Background: an optimization exercise with open tools, aiming at small area. Do not read the settings as production practice.
In this exercise RTL edits were held to simulation tests only and were not proved equivalent to the original.
Power and IR drop assume default switching activity.

==> inputs of run a <==
==> flow/design.v (excerpt) <==
module risc_core (
    input  wire        clk,
    input  wire        rst,
    output wire [15:0] imem_addr,
    input  wire [31:0] imem_rdata,
    output wire [15:0] dmem_addr,
    output wire        dmem_we,
    output wire [31:0] dmem_wdata,
    input  wire [31:0] dmem_rdata,
    input  wire [31:0] in_data,
    output wire        in_pop,
    output wire        out_valid,
    output wire [31:0] out_data,
    output wire        halted,
    output wire [2:0]  trap_cause,
    output wire [31:0] trap_info,
    output wire [31:0] pc_out,
    input  wire [4:0]  dbg_addr,
    output wire [31:0] dbg_data
);
==> flow/config.mk <==
export PLATFORM = sky130hd
export DESIGN_NAME = risc_core
export DESIGN_NICKNAME = risc_core
export VERILOG_FILES = /design/flow/design.v
export SDC_FILE = /design/flow/constraint.sdc
export NUM_CORES = 4
export LEC_CHECK = 0
export CAP_MARGIN = 20
export CORE_MARGIN = 2
export CORE_UTILIZATION = 45
export CTS_BUF_LIST = sky130_fd_sc_hd__clkbuf_8
export CTS_CLUSTER_DIAMETER = 60
export CTS_CLUSTER_SIZE = 16
export GPL_TIMING_DRIVEN = 0
export SLEW_MARGIN = 20
export SYNTH_HIERARCHICAL = 1
==> flow/constraint.sdc <==
create_clock -name core_clock -period 13.5 [get_ports {clk}]
set_input_delay 2.7000 -clock core_clock [delete_from_list [all_inputs] [get_ports {clk}]]
set_output_delay 2.7000 -clock core_clock [all_outputs]
set_load 0.01 [all_outputs]
standard.sh (not shown) runs the stock make flow with config.mk's settings and CLKGATE_MAP_FILE= SYNTH_SCRIPT=/design/flow/synth_recipe.tcl, a recipe that flattens the netlist after the stock synthesis.
==> flow/flow/run.sh <==
#!/bin/bash
# The standard layout (standard.sh, all ORFS steps) with these changes,
# made through ORFS's own variables:
#  - the buffers Yosys/ABC inserted are removed at floorplan (repair_design
#    re-buffers what needs it);
#  - ports are buffered with sky130_fd_sc_hd__buf_1 instead of the default
#    delay buffer;
#  - CTS clusters up to 16 sinks per clkbuf_8 and inserts no dummy loads.
# The output of the whole run goes to standard.log in the work folder; ORFS
# writes each step's log under orfs/logs/.
set -euo pipefail
export REMOVE_ABC_BUFFERS=1
export BUFFER_PORTS_ARGS="-buffer_cell sky130_fd_sc_hd__buf_1"
export CTS_ARGS="-sink_clustering_enable -repair_clock_nets -dont_use_dummy_load -buf_list sky130_fd_sc_hd__clkbuf_8 -sink_clustering_size 16 -sink_clustering_max_diameter 60"
bash standard.sh > standard.log 2>&1
==> inputs of run b, as changes to run a <==
--- a/flow/design.v
+++ b/flow/design.v
@@ -196,13 +196,13 @@
     wire [4:0]  psel = (state == S_HALT) ? dbg_addr : psel_r;
     wire [31:0] P;
     wire [31:0] pm;
     risc_port_mux u_pmux (.rf(rf_flat), .sel(psel), .m(pm));
     risc_port_rot u_prot (.m(pm), .ph(ph), .p(P));
     wire        t2   = pm[0];
-    reg         ei, ep, ed, eni, xinv, cin, qin, y0;
+    reg         ei, ep, ed, eni, xinv, cin, rsel, qld, qin, y0;
     reg  [1:0]  ysel;
     wire [31:0] X = (({32{ei}} & imm) | ({32{ep}} & P) | ({32{ed}} & dmem_rdata) |
                      ({32{eni}} & in_data)) ^ {32{xinv}};
     reg  [31:0] Y;
     always @* begin
         case (ysel)
@@ -214,15 +214,16 @@
     end
     wire [32:0] sum33 = {1'b0, X} + {1'b0, Y} + {32'd0, cin};
     wire [31:0] S     = sum33[31:0];
     wire        cout  = sum33[32];
     wire        xzero = (X == 32'd0);
     wire        s_oor = (S[31:16] != 16'd0);
-    wire [5:0] tsum   = {1'b0, ph} + {1'b0, sh ^ {5{sh_l}}} + {5'd0, sh_l};
-    wire [4:0] tidx   = k_sh ? tsum[4:0] : ph;
-    wire       tvalid = !k_sh || (tsum[5] == sh_l);
+    wire [5:0] rsum   = {1'b0, ph} + {1'b0, sh};
+    wire [5:0] ldiff  = {1'b0, ph} - {1'b0, sh};
+    wire [4:0] tidx   = !k_sh ? ph : (sh_l ? ldiff[4:0] : rsum[4:0]);
+    wire       tvalid = !k_sh || (sh_l ? !ldiff[5] : !rsum[5]);
     wire       rt     = tvalid ? rem[tidx] : (sh_ra && rem[31]);
     wire a_b = itype ? t2 : rt;
     wire b_b = itype ? rt : t2;
     wire link = k_jal || k_jalr;
     wire subtract = (k_alu && op_sub) || k_cmp || k_br;
     wire pcb = (ph < 5'd17) ? pc[ph] : 1'b0;
@@ -238,23 +239,24 @@
     wire lt_c   = (a_b & ~b_b) | (~(a_b ^ b_b) & ssum);
     wire cmp_res = cm_lt ? lt_r : cm_ge ? ~lt_r : cm_eq ? ~ne_r : ne_r;
     wire taken   = (f3 == 3'd0) ? ~ne_r : (f3 == 3'd1) ? ne_r :
                    (f3 == 3'd4) ? lt_r : ~lt_r;
     wire neg     = k_div && (dv_rem ? asign : (asign ^ dsign));
     wire found_c = (ph == 5'd0) ? 1'b0 : found_r;
-    wire [1:0] wword = k_cmp ? 2'd1 : k_mul ? 2'd2 : k_div ? 2'd3 : 2'd0;
+    wire [1:0] wword = k_cmp ? 2'd1 : k_mul ? 2'd1 :
+                       k_div ? (dv_rem ? 2'd1 : 2'd2) : 2'd0;
     wire [1:0] lastw = wword;
     reg [2:0] nstate;
     reg [1:0] nsub;
     reg [2:0] ncause;
     reg       pc_we, sh_we, ds_we, as_we;
     reg       r_dmem_we, r_in_pop, r_out_valid;
     always @* begin
         nstate = state; nsub = sub; ncause = cause;
         ei = 1'b0; ep = 1'b0; ed = 1'b0; eni = 1'b0; xinv = 1'b0; cin = 1'b0;
-        ysel = Y_REM; y0 = 1'b0; qin = 1'b0;
+        ysel = Y_REM; y0 = 1'b0; rsel = 1'b0; qld = 1'b0; qin = 1'b0;
         wen = 1'b0; wbit = 1'b0;
         pc_we = 1'b0; sh_we = 1'b0; ds_we = 1'b0; as_we = 1'b0;
         r_dmem_we = 1'b0; r_in_pop = 1'b0; r_out_valid = 1'b0;
         case (state)
             S_CLR: begin
                 if (ph == 5'd31) nstate = S_FETCH;
@@ -265,82 +267,80 @@
             end
             S_DEC: begin
                 nstate = S_ALIGN;
                 if (!valid) begin
                     nstate = S_HALT;
                 end else if (k_alu || k_cmp || k_br) begin
-                    ei = itype; ep = !itype; ysel = Y_ZERO;
+                    ei = itype; ep = !itype; ysel = Y_ZERO; rsel = 1'b1;
                 end else if (k_sh) begin
                     if (sub == 2'd0) begin
                         ei = itype; ep = !itype; sh_we = 1'b1;
                         nstate = S_DEC; nsub = 2'd1;
                     end else begin
-                        ep = 1'b1; ysel = Y_ZERO;
+                        ep = 1'b1; ysel = Y_ZERO; rsel = 1'b1;
                     end
-                end else if (k_mul) begin
-                    ei = itype; ep = !itype; ysel = Y_ZERO;      
                 end else if (k_div) begin
                     if (sub == 2'd0) begin
                         ei = itype; ep = !itype;
-                        nstate = S_DEC;
                         if (xzero) begin
-                            nsub = 2'd1;
+                            nstate = S_DEC; nsub = 2'd1;
                         end else begin
-                            ds_we = 1'b1; nsub = 2'd2;
+                            ds_we = 1'b1;
                         end
-                    end else if (sub == 2'd1) begin
-                        ysel = Y_PC;
-                        ncause = 3'd4; nstate = S_HALT;
                     end else begin
-                        ep = 1'b1; xinv = P[31]; cin = P[31];
-                        ysel = Y_ZERO; as_we = 1'b1;
+                        ysel = Y_PC; rsel = 1'b1;
+                        ncause = 3'd4; nstate = S_HALT;
                     end
                 end else if (k_lw || k_sw) begin
                     nstate = S_DEC; nsub = sub + 2'd1;
                     case (sub)
-                        2'd0: begin ep = 1'b1; ysel = Y_ZERO; end
+                        2'd0: begin ep = 1'b1; ysel = Y_ZERO; rsel = 1'b1; end
                         2'd1: begin
-                            ei = 1'b1; ysel = Y_REM;
+                            ei = 1'b1; ysel = Y_REM; rsel = 1'b1;
                             if (s_oor) begin
                                 ncause = k_lw ? 3'd2 : 3'd3; nstate = S_HALT;
                             end else if (k_sw) begin
                                 nstate = S_NPC;
                             end
                         end
                         2'd2: ;
-                        default: begin ed = 1'b1; ysel = Y_ZERO; nstate = S_ALIGN; end
+                        default: begin ed = 1'b1; ysel = Y_ZERO; rsel = 1'b1; nstate = S_ALIGN; end
                     endcase
                 end else if (k_jalr) begin
-                    ep = 1'b1; ysel = Y_ZERO;
+                    ep = 1'b1; ysel = Y_ZERO; rsel = 1'b1;
                 end else if (k_lui) begin
-                    ei = 1'b1; ysel = Y_ZERO;
+                    ei = 1'b1; ysel = Y_ZERO; rsel = 1'b1;
                 end else if (k_erd) begin
-                    eni = 1'b1; ysel = Y_ZERO; r_in_pop = 1'b1;
+                    eni = 1'b1; ysel = Y_ZERO; rsel = 1'b1; r_in_pop = 1'b1;
                 end else if (k_ewr) begin
                     r_out_valid = 1'b1; nstate = S_NPC;
                 end else if (k_ebrk) begin
                     nstate = S_NPC;
                 end
             end
             S_ALIGN: begin
-                if (ph == 5'd31) nstate = S_WORD;
+                if (ph == 5'd31) begin
+                    nstate = S_WORD;
+                    if (k_mul) begin
+                        ei = itype; ep = !itype;
+                        ysel = Y_ZERO; qld = 1'b1;           
+                    end else if (k_div) begin
+                        ep = 1'b1; xinv = P[31]; cin = P[31];
+                        ysel = Y_ZERO; qld = 1'b1; as_we = 1'b1;   
+                    end
+                end
             end
             S_WORD: begin
-                if ((k_mul || k_div) && wi == 2'd0) begin
-                    ysel = Y_SH; qin = rem[31];
-                end else if (k_mul && wi == 2'd1) begin
-                    ep = q[31]; ysel = Y_SH;
-                end else if (k_div && wi == 2'd1) begin
+                if (k_mul && wi == 2'd0) begin
+                    ep = q[31]; ysel = Y_SH; rsel = 1'b1;
+                end else if (k_div && wi == 2'd0) begin
                     ei = itype; ep = !itype;
-                    xinv = dsign ^ !rem[31]; cin = dsign ^ !rem[31];
-                    ysel = Y_SH; y0 = q[31]; qin = !S[31];
-                end else if (k_div && wi == 2'd2 && !dv_rem) begin
-                    ysel = Y_SH; y0 = q[31];             
-                end else if (k_div && wi == 2'd2 && ph == 5'd0) begin
-                    ei = itype && rem[31]; ep = !itype && rem[31];
-                    xinv = dsign && rem[31]; cin = dsign && rem[31];
+                    xinv = !dsign; cin = !dsign;
+                    ysel = Y_SH; y0 = q[31]; rsel = cout; qin = cout;
+                end else if (k_div && wi == 2'd1 && !dv_rem) begin
+                    ysel = Y_SH; y0 = q[31];
                 end
                 if (wi == wword && !k_br) begin
                     wen  = 1'b1;
                     wbit = k_alu ? alu_bit :
                            k_cmp ? ((ph == 5'd0) && cmp_res) :
                            link  ? ssum :
@@ -355,26 +355,27 @@
                 if (k_jalr) begin ei = 1'b1; ysel = Y_REM; cin = 1'b0; end
                 if (k_sw) r_dmem_we = 1'b1;
                 pc_we = 1'b1;
                 if (k_ebrk) begin
                     nstate = S_HALT;
                 end else if (s_oor) begin
-                    ncause = 3'd1; nstate = S_HALT;
+                    rsel = 1'b1; ncause = 3'd1; nstate = S_HALT;
                 end else begin
                     nstate = S_FETCH;
                 end
             end
             default: ;    
         endcase
     end
     wire [4:0] ph_n = ph + 5'd1;
     wire [1:0] wi_n = (state == S_WORD && ph == 5'd31) ? wi + 2'd1 :
                       (state != S_WORD) ? 2'd0 : wi;
-    wire rs2_n = (state == S_PRE && (k_sh || k_div || k_mul)) ||
-                 (k_div && state == S_WORD &&
-                  ((wi == 2'd0 && ph == 5'd31) || wi == 2'd1)) ||
+    wire rs2_n = (state == S_PRE && (k_sh || k_div)) ||
+                 (k_mul && ph_n == 5'd31 && (state == S_DEC || state == S_ALIGN)) ||
+                 (k_div && ((state == S_ALIGN && ph == 5'd31) ||
+                            (state == S_WORD && wi == 2'd0 && ph != 5'd31))) ||
                  (k_sw && state == S_DEC && sub == 2'd1) ||
                  ((k_alu || k_cmp || k_br) && !itype &&
                   ((state == S_ALIGN && ph == 5'd31) || state == S_WORD));
     always @(posedge clk) begin
         if (rst) begin
             state <= S_CLR;
@@ -391,15 +392,15 @@
             if (pc_we) pc <= S[16:0];
             if (state == S_WORD && ph == 5'd31) wi <= wi + 2'd1;
             else if (state != S_WORD) wi <= 2'd0;
         end
     end
     always @(posedge clk) begin
-        rem <= S;
+        rem <= rsel ? S : Y;
         psel_r <= rs2_n ? rs2 : rs1;
-        q   <= {q[30:0], qin};
+        q   <= qld ? S : {q[30:0], qin};
         if (sh_we) sh <= X[4:0];
         if (ds_we) dsign <= X[31];
         if (as_we) asign <= P[31];
         c_r     <= link ? (pcb & cc) : scar;
         found_r <= found_c | rt;
         if (state == S_WORD && wi == 2'd0) begin
==> flow/run.sh (new file) <==
#!/bin/bash
# synth_recipe.tcl (not shown) runs the flow's synth.tcl, then flattens the netlist and writes it again
# the make line also repeats each setting of config.mk as NAME=value (left out here)
make -C /OpenROAD-flow-scripts/flow DESIGN_CONFIG=/design/flow/config.mk WORK_HOME=/design/flow/orfs CLKGATE_MAP_FILE= SYNTH_SCRIPT=/design/flow/synth_recipe.tcl finish
removed: flow/flow/run.sh
removed: flow/standard.sh
==> qor summary <==
Run status: run a finished clean; run b finished clean
Share of cells above drive strength 1: run a 0.106; run b 0.138
Placeable core region: run a 86300 um2; run b 89900 um2
Via Count: run a 28441; run b 31428
Critical Path Sink: run a state[2]; run b rem[4]
Worst Setup Slack post-DPL: run a 0.638 ns; run b -2.32 ns
Met3 Usage GRT: run a 0.0360; run b 0.0472
Fraction of the mapped netlist area in simple logic gates: run a 0.0982; run b 0.108
Design area: run a 42900 um2; run b 47800 um2
Share of final layout cell area taken by non-clock buffers: run a 0.0502; run b 0.109
Routed wire length: run a 119 mm; run b 142 mm
Worst R2R Start: run a state[1]; run b state[0]
Vertical extent of the die: run a 299 um; run b 305 um
Die width: run a 299 um; run b 305 um
Cell area after placement: run a 41700 um2; run b 46200 um2
Fraction of standard cell area in multi-input logic: run a 0.367; run b 0.360
Worst Hold End: run a q[15]; run b g_rf[22].r[28]
Worst Clk Skew: run a 0.0913 ns; run b 0.0887 ns
Number of cells traversed by the worst register-to-register path: run a 30; run b 37
Clk cell area share: run a 0.0279; run b 0.0318
Stages on worst setup path: run a 30; run b 34
Filler cells: run a 7791; run b 8013
TAP cells: run a 1155; run b 1176
Synth top area share: run a 0.561; run b 0.539
CP Buf/Inv Count: run a 3; run b 7
Detailed-routing wirelength on met1: run a 49.9 mm; run b 58.0 mm
Port bufs: run a 301; run b 297

==> inputs of 05-15 <==
RTL: one of the versions met above, not the one the previous note started from.
export LEC_CHECK = 0
export CAP_MARGIN = 20
export CORE_MARGIN = 2
export CORE_UTILIZATION = 45
export GPL_TIMING_DRIVEN = 0
export SLEW_MARGIN = 20
export SYNTH_HIERARCHICAL = 1
create_clock -name core_clock -period 13.5 [get_ports {clk}]
==> flow/flow/run.sh <==
#!/bin/bash
# The standard layout (standard.sh, all ORFS steps) with these changes,
# made through ORFS's own variables:
#  - the buffers Yosys/ABC inserted are removed at floorplan (repair_design
#    re-buffers what needs it);
#  - ports are buffered with sky130_fd_sc_hd__buf_1 instead of the default
#    delay buffer;
#  - CTS clusters up to 20 sinks per clkbuf_16 and inserts no dummy loads.
# The output of the whole run goes to standard.log in the work folder; ORFS
# writes each step's log under orfs/logs/.
set -euo pipefail
export REMOVE_ABC_BUFFERS=1
export BUFFER_PORTS_ARGS="-buffer_cell sky130_fd_sc_hd__buf_1"
export CTS_ARGS="-sink_clustering_enable -repair_clock_nets -dont_use_dummy_load -buf_list sky130_fd_sc_hd__clkbuf_16 -sink_clustering_size 20 -sink_clustering_max_diameter 50"
bash standard.sh > standard.log 2>&1
==> 06-20: changes against 05-15 <==
--- a/flow/design.v
+++ b/flow/design.v
@@ -1,39 +1,7 @@
-module risc_port_mux (
-    input  wire [991:0] rf,
-    input  wire [4:0]   sel,
-    output wire [31:0]  m
-);
-    wire [31:0] oh = 32'd1 << sel;
-    genvar j, k;
-    generate
-        for (j = 0; j < 32; j = j + 1) begin : g_bit
-            wire [30:0] col;
-            for (k = 1; k < 32; k = k + 1) begin : g_reg
-                assign col[k-1] = rf[32*k-32+j];
-            end
-            risc_port_slice u_slice (.d(col), .oh(oh[31:1]), .y(m[j]));
-        end
-    endgenerate
-endmodule
-module risc_port_slice (
-    input  wire [30:0] d,
-    input  wire [30:0] oh,
-    output wire        y
-);
-    assign y = |(d & oh);
-endmodule
-module risc_port_rot (
-    input  wire [31:0] m,
-    input  wire [4:0]  ph,
-    output wire [31:0] p
-);
-    wire [63:0] mm = {m, m} << ph;
-    assign p = mm[63:32];
-endmodule
 module risc_core (
     input  wire        clk,
     input  wire        rst,
     output wire [15:0] imem_addr,
     input  wire [31:0] imem_rdata,
     output wire [15:0] dmem_addr,
     output wire        dmem_we,
@@ -52,27 +20,25 @@
 );
     localparam [2:0] S_CLR   = 3'd0,
                      S_FETCH = 3'd1,
                      S_DEC   = 3'd2,
                      S_ALIGN = 3'd3,
                      S_WORD  = 3'd4,
                      S_NPC   = 3'd5,
-                     S_HALT  = 3'd6,
-                     S_PRE   = 3'd7;
+                     S_HALT  = 3'd6;
     localparam [1:0] Y_SH = 2'd0, Y_REM = 2'd1, Y_PC = 2'd2, Y_ZERO = 2'd3;
     reg [2:0]  state;
     reg [1:0]  sub;
     reg [1:0]  wi;
     reg [4:0]  ph;
     reg [16:0] pc;
     reg [2:0]  cause;
     reg [31:0] rem;
     reg [31:0] q;
     reg [4:0]  sh;
-    reg [4:0]  psel_r;    
     reg        dsign, asign;
     reg        c_r, ne_r, lt_r, found_r;
     wire [31:0] ir     = imem_rdata;
     wire [6:0]  opcode = ir[6:0];
     wire [4:0]  rd     = ir[11:7];
     wire [2:0]  f3     = ir[14:12];
     wire [4:0]  rs1    = ir[19:15];
@@ -176,33 +142,33 @@
                         k_br  ? imm_b :
                         k_jal ? imm_j :
                         k_lui ? imm_u : imm_i;
     wire        clearing = (state == S_CLR);
     reg         wen;      
     reg         wbit;
     wire [31:0] rword [0:31];
-    wire [991:0] rf_flat;
     assign rword[0] = 32'd0;
     genvar k;
     generate
         for (k = 1; k < 32; k = k + 1) begin : g_rf
             reg [31:0] r;
             wire we_k = clearing || (wen && rd == k);
             always @(posedge clk)
                 r <= {we_k ? (wbit && !clearing) : r[0], r[31:1]};
             assign rword[k] = r;
-            assign rf_flat[32*k-32 +: 32] = r;
         end
     endgenerate
-    wire [4:0]  psel = (state == S_HALT) ? dbg_addr : psel_r;
-    wire [31:0] P;
-    wire [31:0] pm;
-    risc_port_mux u_pmux (.rf(rf_flat), .sel(psel), .m(pm));
-    risc_port_rot u_prot (.m(pm), .ph(ph), .p(P));
-    wire        t2   = pm[0];
+    reg         use_rs2;
+    wire [4:0]  psel = (state == S_HALT) ? dbg_addr : (use_rs2 ? rs2 : rs1);
+    wire [31:0] pm   = rword[psel];
+    wire [63:0] pmm  = {pm, pm} << ph;
+    wire [31:0] P    = pmm[63:32];
+    wire [4:0]  tsel = itype ? rs1 : rs2;
+    wire [31:0] tw   = rword[tsel];
+    wire        t2   = tw[0];
     reg         ei, ep, ed, eni, xinv, cin, rsel, qld, qin, y0;
     reg  [1:0]  ysel;
     wire [31:0] X = (({32{ei}} & imm) | ({32{ep}} & P) | ({32{ed}} & dmem_rdata) |
                      ({32{eni}} & in_data)) ^ {32{xinv}};
     reg  [31:0] Y;
     always @* begin
         case (ysel)
@@ -250,41 +216,41 @@
     reg [2:0] ncause;
     reg       pc_we, sh_we, ds_we, as_we;
     reg       r_dmem_we, r_in_pop, r_out_valid;
     always @* begin
         nstate = state; nsub = sub; ncause = cause;
         ei = 1'b0; ep = 1'b0; ed = 1'b0; eni = 1'b0; xinv = 1'b0; cin = 1'b0;
         ysel = Y_REM; y0 = 1'b0; rsel = 1'b0; qld = 1'b0; qin = 1'b0;
+        use_rs2 = 1'b0;
         wen = 1'b0; wbit = 1'b0;
         pc_we = 1'b0; sh_we = 1'b0; ds_we = 1'b0; as_we = 1'b0;
         r_dmem_we = 1'b0; r_in_pop = 1'b0; r_out_valid = 1'b0;
         case (state)
             S_CLR: begin
                 if (ph == 5'd31) nstate = S_FETCH;
             end
-            S_FETCH: nstate = S_PRE;
-            S_PRE: begin
+            S_FETCH: begin
                 nstate = S_DEC; nsub = 2'd0;
             end
             S_DEC: begin
                 nstate = S_ALIGN;
                 if (!valid) begin
                     nstate = S_HALT;
                 end else if (k_alu || k_cmp || k_br) begin
                     ei = itype; ep = !itype; ysel = Y_ZERO; rsel = 1'b1;
                 end else if (k_sh) begin
                     if (sub == 2'd0) begin
-                        ei = itype; ep = !itype; sh_we = 1'b1;
+                        ei = itype; ep = !itype; use_rs2 = 1'b1; sh_we = 1'b1;
                         nstate = S_DEC; nsub = 2'd1;
                     end else begin
                         ep = 1'b1; ysel = Y_ZERO; rsel = 1'b1;
                     end
                 end else if (k_div) begin
                     if (sub == 2'd0) begin
-                        ei = itype; ep = !itype;
+                        ei = itype; ep = !itype; use_rs2 = 1'b1;
                         if (xzero) begin
                             nstate = S_DEC; nsub = 2'd1;
                         end else begin
                             ds_we = 1'b1;
                         end
                     end else begin
                         ysel = Y_PC; rsel = 1'b1;
@@ -317,27 +283,27 @@
                     nstate = S_NPC;
                 end
             end
             S_ALIGN: begin
                 if (ph == 5'd31) begin
                     nstate = S_WORD;
                     if (k_mul) begin
-                        ei = itype; ep = !itype;
+                        ei = itype; ep = !itype; use_rs2 = 1'b1;
                         ysel = Y_ZERO; qld = 1'b1;           
                     end else if (k_div) begin
                         ep = 1'b1; xinv = P[31]; cin = P[31];
                         ysel = Y_ZERO; qld = 1'b1; as_we = 1'b1;   
                     end
                 end
             end
             S_WORD: begin
                 if (k_mul && wi == 2'd0) begin
                     ep = q[31]; ysel = Y_SH; rsel = 1'b1;
                 end else if (k_div && wi == 2'd0) begin
-                    ei = itype; ep = !itype;
+                    ei = itype; ep = !itype; use_rs2 = 1'b1;
                     xinv = !dsign; cin = !dsign;
                     ysel = Y_SH; y0 = q[31]; rsel = cout; qin = cout;
                 end else if (k_div && wi == 2'd1 && !dv_rem) begin
                     ysel = Y_SH; y0 = q[31];
                 end
                 if (wi == wword && !k_br) begin
                     wen  = 1'b1;
@@ -349,37 +315,27 @@
                 if (ph == 5'd31 && wi == lastw) nstate = S_NPC;
             end
             S_NPC: begin
                 ysel = Y_PC; cin = 1'b1;
                 if (k_br) ei = taken;
                 if (k_jal) ei = 1'b1;
                 if (k_jalr) begin ei = 1'b1; ysel = Y_REM; cin = 1'b0; end
-                if (k_sw) r_dmem_we = 1'b1;
+                if (k_sw) begin r_dmem_we = 1'b1; use_rs2 = 1'b1; end
                 pc_we = 1'b1;
                 if (k_ebrk) begin
                     nstate = S_HALT;
                 end else if (s_oor) begin
                     rsel = 1'b1; ncause = 3'd1; nstate = S_HALT;
                 end else begin
                     nstate = S_FETCH;
                 end
             end
             default: ;    
         endcase
     end
-    wire [4:0] ph_n = ph + 5'd1;
-    wire [1:0] wi_n = (state == S_WORD && ph == 5'd31) ? wi + 2'd1 :
-                      (state != S_WORD) ? 2'd0 : wi;
-    wire rs2_n = (state == S_PRE && (k_sh || k_div)) ||
-                 (k_mul && ph_n == 5'd31 && (state == S_DEC || state == S_ALIGN)) ||
-                 (k_div && ((state == S_ALIGN && ph == 5'd31) ||
-                            (state == S_WORD && wi == 2'd0 && ph != 5'd31))) ||
-                 (k_sw && state == S_DEC && sub == 2'd1) ||
-                 ((k_alu || k_cmp || k_br) && !itype &&
-                  ((state == S_ALIGN && ph == 5'd31) || state == S_WORD));
     always @(posedge clk) begin
         if (rst) begin
             state <= S_CLR;
             ph    <= 5'd0;
             pc    <= 17'd0;
             cause <= 3'd0;
             sub   <= 2'd0;
@@ -392,15 +348,14 @@
             if (pc_we) pc <= S[16:0];
             if (state == S_WORD && ph == 5'd31) wi <= wi + 2'd1;
             else if (state != S_WORD) wi <= 2'd0;
         end
     end
     always @(posedge clk) begin
         rem <= rsel ? S : Y;
-        psel_r <= rs2_n ? rs2 : rs1;
         q   <= qld ? S : {q[30:0], qin};
         if (sh_we) sh <= X[4:0];
         if (ds_we) dsign <= X[31];
         if (as_we) asign <= P[31];
         c_r     <= link ? (pcb & cc) : scar;
         found_r <= found_c | rt;
         if (state == S_WORD && wi == 2'd0) begin
==> flow/run.sh (new file) <==
#!/bin/bash
# synth_recipe.tcl (not shown) runs the flow's synth.tcl, then flattens the netlist and writes it again
# the make line also repeats each setting of config.mk as NAME=value (left out here)
make -C /OpenROAD-flow-scripts/flow DESIGN_CONFIG=/design/flow/config.mk WORK_HOME=/design/flow/orfs CLKGATE_MAP_FILE= SYNTH_SCRIPT=/design/flow/synth_recipe.tcl finish
CORE_UTILIZATION = 40   (was 45)
GPL_TIMING_DRIVEN = default   (was 0)
SYNTH_HIERARCHICAL = default   (was 1)
removed: flow/flow/run.sh
removed: flow/standard.sh
==> summary of the runs <==
- Maximum frequency: 06-20 is smaller than 05-15 (2.0%).
- Against 06-20, the clock power of 05-15 is smaller by 30%.
- Non-clock buffer count: 05-15 is lower than 06-20 (668).
- Between 05-15 and 06-20, the lower design area is in 05-15 (gap 20%, measured against 06-20).
- 06-20 completed without violations. 05-15 passed the timing, DRC and antenna checks.
- Of 05-15 and 06-20, 06-20 has the higher worst hold slack (gap 29 ps).
- Against 05-15, the combinational power of 06-20 is higher by 61%.
==> figures <==
quantity	05-15	06-20
Status	no timing/DRC/antenna violations	no timing/DRC/antenna violations
Number of buffers added by the clock tree synthesis step	94	108
Sequential power share	54.6%	44.2%
Pre-CTS setup slack	-19.0 ps	-350 ps
Multi-input gate area	17,300 um2	20,200 um2
Synth Instances	3,590	4,351
Vias after detailed routing	30,900	41,200
Clock transition at the registers of the reported paths	70 ps	60 ps
WL met3	8.38 mm	23.5 mm
Detailed-route vias per instance	6.20	6.16
Skew-Pair Late Insertion Delay	680 ps	740 ps
Hold Path Sink	g_rf[23].r[18]	g_rf[31].r[4]
Area post-placement	43,500 um2	53,300 um2
Maximum VDD drop	0.000117 V	0.000112 V

[afterwards: timing with drivers on the ports]
The flow's constraints put no driver on any port. The routed layouts listed below were extracted and timed again, unchanged, in two steps. Step 1 (the two cells are an assumption about what drives the block):
set clk [get_ports {clk}]
set_driving_cell -lib_cell sky130_fd_sc_hd__clkbuf_16 $clk
set_driving_cell -lib_cell sky130_fd_sc_hd__buf_2 [delete_from_list [all_inputs] $clk]
Step 2 adds t to the input delays and takes it off the output delays; t is the mean of the earliest and latest rising clock arrival at the registers after step 1. Input paths then give back, and output paths get back, about the clock's delay inside the block. a / b / c = ideal ports / drivers / drivers and shift; a / b = the first two.
run | shift t [ns] | setup WS [ns] | worst hold slack (ns) | worst register clock-pin slew, ns | worst data-port slew with drivers (ns)
run a | 0.734 | 1.179 / 1.204 / 0.470 | 0.277 / 0.277 / 0.277 | 0.10 / 0.10 | 0.10
run b | 0.778 | 0.252 / 0.277 / -0.501 | 0.321 / 0.321 / 0.321 | 0.10 / 0.10 | 0.08
05-15 | 0.694 | 0.415 / 0.458 / -0.235 | 0.303 / 0.303 / 0.303 | 0.08 / 0.08 | 0.13
06-20 | 0.796 | 0.153 / 0.126 / -0.459 | 0.332 / 0.332 / 0.332 | 0.08 / 0.08 | 0.10
With both steps, setup timing fails in run b, 05-15 and 06-20, where it was met with ideal ports. For run b, which loses most, drivers alone change the setup slack by +0.025 ns; drivers and shift together by -0.753 ns.
